Source: an optimization exercise on an open RTL-to-GDS flow (aim: a short achievable clock period and few clock cycles). Production flows keep margins and buffers that such runs may drop. Function was checked by simulation only, so behaviour that the tests miss may differ from the original. Power and IR drop assume default switching activity.

[flow/config.mk]
export PLATFORM = sky130hd
export DESIGN_NAME = gencp_ack_checker
export DESIGN_NICKNAME = gencp_ack_checker
export VERILOG_FILES = /design/flow/design.v
export SDC_FILE = /design/flow/constraint.sdc
export NUM_CORES = 4
export LEC_CHECK = 0
export CAP_MARGIN = 20
export CORE_AREA = 10 10 510 510
export DIE_AREA = 0 0 520 520
export SLEW_MARGIN = 20
[flow/constraint.sdc]
create_clock -name core_clock -period 20.0 [get_ports {clk}]
set_input_delay 4.0000 -clock core_clock [delete_from_list [all_inputs] [get_ports {clk}]]
set_output_delay 4.0000 -clock core_clock [all_outputs]
set_load 0.01 [all_outputs]
[flow/design.v]
module gencp_ack_checker (
    input  wire         clk,
    input  wire         rst,
    input  wire         start,
    input  wire [7:0]   op,
    input  wire [15:0]  rid,
    input  wire [15:0]  cap,
    input  wire [15:0]  rxlen,
    input  wire [703:0] pkt,
    output wire         done,
    output reg  [1:0]   rc,
    output reg  [11:0]  kind,
    output reg  [15:0]  erid,
    output reg  [3:0]   step,
    output reg  [2:0]   reason,
    output reg          warn,
    output reg  [63:0]  val,
    output reg  [511:0] dout,
    output reg  [15:0]  olen,
    output reg  [15:0]  adv
);
    localparam [15:0] RX_MAX      = 16'd88;
    localparam [15:0] MAX_PAYLOAD = 16'd64;
    localparam [15:0] PREAMBLE    = 16'h0100;
    localparam [15:0] CMD_RD_ACK  = 16'h0801;
    localparam [15:0] CMD_WR_ACK  = 16'h0803;
    localparam [11:0] CODE_INVALID_PARAMETER = 12'd2;
    localparam [11:0] KIND_CMD_MISMATCH      = 12'd2;
    localparam [1:0] RC_OK = 2'd0, RC_ERR = 2'd1, RC_TRUNC = 2'd2, RC_REFUSED = 2'd3;
    localparam [2:0] RSN_ILLEGAL_OP = 3'd1, RSN_RX_RANGE = 3'd5;
    localparam [1:0] S_IDLE = 2'd0, S_SUM = 2'd1, S_FIN = 2'd2;
    function [7:0] pbyte(input [703:0] p, input integer i);
        pbyte = p[8*i +: 8];
    endfunction
    wire [15:0] f_preamble = {pkt[7:0],     pkt[15:8]};
    wire [15:0] f_ccd_cs   = {pkt[23:16],   pkt[31:24]};
    wire [15:0] f_scd_cs   = {pkt[39:32],   pkt[47:40]};
    wire [15:0] f_status   = {pkt[71:64],   pkt[79:72]};
    wire [15:0] f_cmd      = {pkt[87:80],   pkt[95:88]};
    wire [15:0] f_scdlen   = {pkt[103:96],  pkt[111:104]};
    wire [15:0] f_reqid    = {pkt[119:112], pkt[127:120]};
    wire op_val_rd = (op == 8'h30);
    wire op_val_wr = (op == 8'h31);
    wire op_ext_b  = (op == 8'h40);
    wire op_ext_sc = (op >= 8'h41) && (op <= 8'h45);
    wire op_legal  = op_val_rd | op_val_wr | op_ext_b | op_ext_sc;
    wire is_read   = ~op_val_wr;
    wire        too_long  = (rxlen > RX_MAX);
    wire        too_short = (rxlen < 16'd16);
    wire [16:0] adv_end   = {1'b0, f_scdlen} + 17'd16;
    wire        len_ok    = (adv_end <= {1'b0, rxlen});
    wire [16:0] scd_words = ({1'b0, f_scdlen} + 17'd11) >> 1;
    wire [5:0]  nwords    = len_ok ? scd_words[5:0] : 6'd5;
    reg [1:0]  state;
    reg [5:0]  idx;
    reg [5:0]  last_idx;
    reg [23:0] acc;
    reg [23:0] ccd_acc;
    wire [7:0]  w_hi_idx = 8'd6 + {idx, 1'b0};
    wire [7:0]  w_lo_idx = 8'd7 + {idx, 1'b0};
    wire [7:0]  w_hi = pkt[{w_hi_idx, 3'b000} +: 8];
    wire [7:0]  w_lo = ({9'd0, w_lo_idx} < adv_end) ? pkt[{w_lo_idx, 3'b000} +: 8] : 8'h00;
    wire [23:0] acc_next = acc + {8'd0, w_hi, w_lo};
    always @(posedge clk) begin
        if (rst) begin
            state    <= S_IDLE;
            idx      <= 6'd0;
            last_idx <= 6'd0;
            acc      <= 24'd0;
            ccd_acc  <= 24'd0;
        end else begin
            case (state)
                S_IDLE: begin
                    if (start) begin
                        idx      <= 6'd0;
                        last_idx <= nwords - 6'd1;
                        acc      <= 24'd0;
                        ccd_acc  <= 24'd0;
                        if (!op_legal || too_long || too_short)
                            state <= S_FIN;
                        else
                            state <= S_SUM;
                    end
                end
                S_SUM: begin
                    acc <= acc_next;
                    if (idx == 6'd4)
                        ccd_acc <= acc_next;
                    if (idx == last_idx)
                        state <= S_FIN;
                    else
                        idx <= idx + 6'd1;
                end
                default: begin
                    state <= S_IDLE;
                end
            endcase
        end
    end
    assign done = (state == S_FIN);
    function [15:0] fold_not(input [23:0] a);
        reg [16:0] s1;
        reg [15:0] s2;
        begin
            s1 = {1'b0, a[15:0]} + {9'd0, a[23:16]};
            s2 = s1[15:0] + {15'd0, s1[16]};
            fold_not = ~s2;
        end
    endfunction
    wire ccd_ok = (fold_not(ccd_acc) == f_ccd_cs);
    wire scd_ok = (fold_not(acc) == f_scd_cs);
    reg [3:0] sc_width;
    always @(*) begin
        case (op)
            8'h41:   sc_width = 4'd2;
            8'h42:   sc_width = 4'd4;
            8'h44:   sc_width = 4'd4;
            default: sc_width = 4'd8;
        endcase
    end
    reg        v_fail;
    reg [11:0] v_kind;
    reg [3:0]  v_step;
    reg        v_warn;
    always @(*) begin
        v_fail = 1'b0;
        v_kind = 12'd0;
        v_step = 4'd0;
        v_warn = 1'b0;
        if (too_short) begin
            v_fail = 1'b1; v_kind = CODE_INVALID_PARAMETER; v_step = 4'd0;
        end else if (f_preamble != PREAMBLE) begin
            v_fail = 1'b1; v_kind = CODE_INVALID_PARAMETER; v_step = 4'd1;
        end else begin
            if (f_reqid != rid && !is_read)
                v_warn = 1'b1;
            if (f_reqid != rid && is_read) begin
                v_fail = 1'b1; v_kind = CODE_INVALID_PARAMETER; v_step = 4'd2;
            end else if (!ccd_ok) begin
                v_fail = 1'b1; v_kind = CODE_INVALID_PARAMETER; v_step = 4'd3;
            end else if (!len_ok || !scd_ok) begin
                v_fail = 1'b1; v_kind = CODE_INVALID_PARAMETER; v_step = 4'd4;
            end else if (f_cmd != (is_read ? CMD_RD_ACK : CMD_WR_ACK)) begin
                v_fail = 1'b1; v_kind = KIND_CMD_MISMATCH; v_step = 4'd5;
            end else if (f_scdlen > MAX_PAYLOAD) begin
                v_fail = 1'b1; v_kind = CODE_INVALID_PARAMETER; v_step = 4'd6;
            end else if (f_status[15]) begin
                v_fail = 1'b1; v_kind = f_status[11:0]; v_step = 4'd7;
            end
        end
    end
    wire [63:0] be_u64 = {pbyte(pkt,16), pbyte(pkt,17), pbyte(pkt,18), pbyte(pkt,19),
                          pbyte(pkt,20), pbyte(pkt,21), pbyte(pkt,22), pbyte(pkt,23)};
    wire [63:0] be_u32 = {32'd0, be_u64[63:32]};
    wire [63:0] be_u16 = {48'd0, be_u64[63:48]};
    wire [15:0] copy_len = (f_scdlen > cap) ? cap : f_scdlen;
    reg [511:0] payload_masked;
    integer j;
    always @(*) begin
        for (j = 0; j < 64; j = j + 1)
            payload_masked[8*j +: 8] = (j < copy_len) ? pbyte(pkt, 16 + j) : 8'h00;
    end
    always @(*) begin
        rc     = RC_OK;
        kind   = 12'd0;
        erid   = 16'd0;
        step   = 4'd0;
        reason = 3'd0;
        warn   = 1'b0;
        val    = 64'd0;
        dout   = 512'd0;
        olen   = 16'd0;
        adv    = 16'd0;
        if (!op_legal) begin
            rc = RC_REFUSED; reason = RSN_ILLEGAL_OP;
        end else if (too_long) begin
            rc = RC_REFUSED; reason = RSN_RX_RANGE;
        end else if (v_fail) begin
            rc   = RC_ERR;
            kind = v_kind;
            erid = rid;
            step = v_step;
            warn = op_val_wr & v_warn;
        end else if (op_val_wr) begin
            warn = v_warn;
        end else if (op_ext_sc) begin
            if (f_scdlen < {12'd0, sc_width}) begin
                rc   = RC_ERR;
                kind = CODE_INVALID_PARAMETER;
                erid = rid;
                step = 4'd8;
            end else begin
                case (sc_width)
                    4'd2:    val = be_u16;
                    4'd4:    val = be_u32;
                    default: val = be_u64;
                endcase
            end
        end else if (op_ext_b) begin
            rc   = (f_scdlen > cap) ? RC_TRUNC : RC_OK;
            dout = payload_masked;
            olen = copy_len;
            adv  = f_scdlen;
        end
    end
endmodule
[flow/run.sh]
#!/bin/bash
# synth_recipe.tcl (not shown) runs the flow's synth.tcl, then flattens the netlist and writes it again
# the make line also repeats each setting of config.mk as NAME=value (left out here)
make -C /OpenROAD-flow-scripts/flow DESIGN_CONFIG=/design/flow/config.mk WORK_HOME=/design/flow/orfs CLKGATE_MAP_FILE= SYNTH_SCRIPT=/design/flow/synth_recipe.tcl finish
==> results.sh <==
export IMPL_status="timing/DRC/antenna clean"
export IMPL_synth_warnings=1
export IMPL_num_nets_final=4775
export IMPL_crit_arrival_ns=11.71
export IMPL_multi_input_area_sq_mm=0.0172
export IMPL_cts_buffer_depth=2
export IMPL_grt_total_usage=0.245
export IMPL_fp_dieArea_sq_mm=0.270
export IMPL_syn_area_per_cell_sq_um=7.46
export IMPL_io_buffers=1399
export IMPL_synth_ff_type="dfxtp_1"
export IMPL_final_max_slew_viol_count=0
export IMPL_antenna_left=0
export IMPL_syn_inst=2612
export IMPL_final_cell_area_sq_mm=0.0384
export IMPL_leakagePower_nw=12.5
export IMPL_wl_per_cell_um=47.8
export IMPL_reg2reg_setup_slack_ns=12.04
export IMPL_power_density_mw_per_mm2=19.5
export IMPL_fin_setup_tns_ns=0
export IMPL_min_to="ccd_acc[0]$_SDFFE_PP0P_"
export IMPL_route_vias_total=31600
export IMPL_hold_viol=0
export IMPL_cts_made_buffers=9
export IMPL_critical_path_top_delay_family="simple AND/OR/NAND/NOR gates"
export IMPL_vias_per_cell=4.29
export IMPL_placementRows=183
export IMPL_ys_seq_elements=62
export IMPL_slowest_stage="buf_4"
export IMPL_syn_cell_area_sq_mm=0.0195
export IMPL_cts_resized_gates=0
export IMPL_hold_start="ccd_acc[0]$_SDFFE_PP0P_"
export IMPL_worst_path_max_fanout=95
export IMPL_path_clk_slew_ns=0.05
export IMPL_vdd_drop_max_uv=28.5
export IMPL_cts_setup_buffers=0
export IMPL_rr_worst_depth=20
export IMPL_regArea_sq_mm=0.00126
export IMPL_root_buffer="clkbuf_16"
export IMPL_ioPinCount=1410
export IMPL_drt_iter0_drc=3642
export IMPL_htreeDepth=3
export IMPL_finClkSkew_ns=0.0137
export IMPL_layout_drive_gt1_share=0.0858
export IMPL_hold_buffers=0
export IMPL_grt_overflow_total=0
export IMPL_synth_edf_count=0
export IMPL_worst_setup_path_start_kind="primary input"
export IMPL_rsz0062_at_grt="no"
export IMPL_r2r_end="ccd_acc[21]$_SDFFE_PP0P_"
export IMPL_period_share=0.785
export IMPL_relSlewSlack=0.227
export IMPL_r2r_start="idx[0]$_SDFFE_PP0P_"
export IMPL_critPathMaxStageDelay_ns=0.86
export IMPL_min_path_cells=2
export IMPL_grt_pass1_vias=29700
export IMPL_antenna_found_initial=365
export IMPL_worst_slew_pin_slew_ns=1.16
export IMPL_cts_tree="built"
export IMPL_start_util=0.0784
export IMPL_core_sq_mm=0.249
export IMPL_clock_sinks=62
export IMPL_ys_seq_area_frac=0.0637
export IMPL_crit_buf_inv=4
export IMPL_hold_path_class="register to register"
export IMPL_utilization=0.155
export IMPL_grt_pass1_wl_mm=421
export IMPL_drc_errors=0
export IMPL_place_detailed_hpwl_mm=320
export IMPL_synthArstFlopShare=0
export IMPL_period_minus_slack_ns=15.71
export IMPL_worstPathCellList="clkdlybuf4s50_1 -> clkinv_1 -> nor2_1 -> nand2_1 -> xnor2_1 -> ha_1 -> nand4_1 -> nor3_1 -> a211o_1 -> a21oi_1 -> o21a_1 -> nor4bb_1 -> nand4_1 -> nor4_1 -> and4_1 -> and3_4 -> buf_4 -> and3_1 -> clkdlybuf4s50_1"
export IMPL_die_h_um=520
export IMPL_dieWidth_um=520
export IMPL_routed_wl_mm=352
export IMPL_drv_cap=0
export IMPL_place_area_sq_mm=0.0379
export IMPL_gp_congestion=0.991
export IMPL_end_kind="output pin"
export IMPL_grt_max_degree=96
export IMPL_finalSetupViolations=0
export IMPL_critPathRequiredTime_ns=16.00
export IMPL_path_class="primary input to output pin"
export IMPL_fillers=28500
export IMPL_fmax_ghz=0.0637
export IMPL_firstDrtPassIters=6
export IMPL_syn2layout_area_growth_pct=97.2
export IMPL_clkLatencyLatePin_ns=0.35
export IMPL_synth_cell_types=89
==> through the flow <==
| stage | std cells | setup WS [ns] | hold slack, ns | total power (W) |
|---|---|---|---|---|
| floorplan | 2621 | 8.33 | 0.429 | 0.000238 |
| global placement | 7240 | 4.31 | 0.453 | 0.000605 |
| detailed placement | 7242 | 4.48 | 0.459 | 0.000603 |
| CTS | 7258 | 4.47 | 0.467 | 0.000749 |
| global route | 7291 | 3.87 | 0.496 | 0.000766 |
| finish | 7359 | 4.29 | 0.465 | 0.000750 |
==> report_power, final <==
| group | switching (W) | leakage, nW | internal (W) |
|---|---|---|---|
| Sequential | 0.000000775 | 0.504 | 0.000124 |
| Clock | 0.0000603 | 0.134 | 0.0000840 |
| Combinational | 0.000275 | 11.9 | 0.000205 |
==> tightest hold or removal path, stage by stage (launching register included) <==
cell,delay (ns)
dfxtp_1,0.31
nand2_1,0.06
a21oi_1,0.05
==> final cells by class <==
cell class	instances	share of cell area
multi-input cells	2224	0.448
repair buffers	1503	0.385
well taps	3330	0.108
flip-flops and latches	62	0.0327
inverters	123	0.0120
diodes	101	0.00658
clock buffers	11	0.00606
clock inverters	5	0.000944
==> worst max path at each step <==
stage               startpoint  cells after the start   endpoint  slack, ns
floorplan             pkt[110]                     20  dout[276]       8.33
global placement      pkt[108]                     19  dout[144]       4.31
detailed placement    pkt[108]                     19  dout[506]       4.48
CTS                   pkt[108]                     19  dout[506]       4.47
global route          pkt[108]                     19  dout[506]       3.87
finish                pkt[108]                     19  dout[506]       4.29
==> metal layers <==
metal,share of wire,track usage,wire [um],vias to the layer above
met5,0.0021,0,736,-
met2,0.47,0.416,167000,2366
met4,0.028,0.0536,9770,116
met1,0.41,0.301,144000,15900
li1,-,-,-,12600
met3,0.086,0.0762,30300,569
==> registers in the layout, indices dropped and copies added (netlist names) <==
name      flops
acc          24
ccd_acc      24
last_idx      6
idx           6
state         2
==> cells in the mapped netlist (all sizes together), types with 9 or more instances <==
master | n | area (sq um)
or3 | 13 | 81.3
nand4 | 34 | 219
and2 | 46 | 288
a221oi | 9 | 78.8
nor2 | 185 | 694
ha | 86 | 1080
nor4 | 26 | 199
a221o | 17 | 170
o22ai | 10 | 62.6
nand2 | 179 | 672
mux2 | 11 | 124
xnor2 | 89 | 780
o21a | 13 | 97.6
nor4b | 9 | 91.3
a31oi | 21 | 131
o21ai | 116 | 581
and3 | 168 | 1050
a22oi | 13 | 97.6
clkbuf | 145 | 544
a211oi | 30 | 235
o31ai | 11 | 82.6
nand2b | 12 | 75.1
dfxtp | 62 | 1240
nor2b | 19 | 119
a21oi | 169 | 846
nor3b | 326 | 2450
nor3 | 115 | 587
mux2i | 90 | 901
buf | 67 | 320
xor2 | 31 | 272
mux4 | 136 | 3060
nand3 | 67 | 335
a21o | 28 | 210
inv | 121 | 454
o221ai | 11 | 96.3
==> cells in the final DEF (no fill, tap or decap), types with 66 or more instances in the layout <==
cell type	instances
clkdlybuf4s50_1	1398
nor3b_1	325
nor2_1	181
nand2_1	179
and3_1	167
a21oi_1	164
mux4_2	136
inv_1	120
o21ai_0	110
nor3_1	109
buf_4	102
diode_2	101
xnor2_1	89
mux2i_1	87
ha_1	85
nand3_1	66
==> cell families after synthesis <==
group                    after synthesis  synth area share
flip-flops                            62            0.0637
multiplexers                         237             0.210
XOR/XNOR                             124            0.0586
AND/OR/NAND/NOR                     1237             0.368
buffers and inverters                335            0.0681
other                                  1          0.000192
AO/OA/AOI/OAI                        525             0.173
adder cells (fa/ha/maj)               91            0.0593
Testbench counts, summed over its fixed seeds: cycles 27,665.

## what the ideal ports hide
Ports are ideal in the flow. The routed layout listed here was re-timed in OpenROAD.
Step 1: set_driving_cell puts a clkbuf_16 on clk and a buf_2 on each other input, an assumption about the parent block.
Step 2 moves the port delays by t, midway between the first and last clock arrival at a register: inputs arrive t later, outputs are due t later. That takes back most of the time a late clock gives input paths.
Three values: ideal ports, drivers, drivers and shift; two values: the first two.
shift t [ns]: 0.395
setup WS [ns]: 4.293 / 4.130 / 4.130
latest minus earliest clock arrival (ns): 0.013 / 0.014
worst slew at a driven data input, ns: 0.46
After both steps this run still meets setup and hold. The setup slack of this run moves by -0.163 ns with the drivers and by -0.163 ns with both steps.
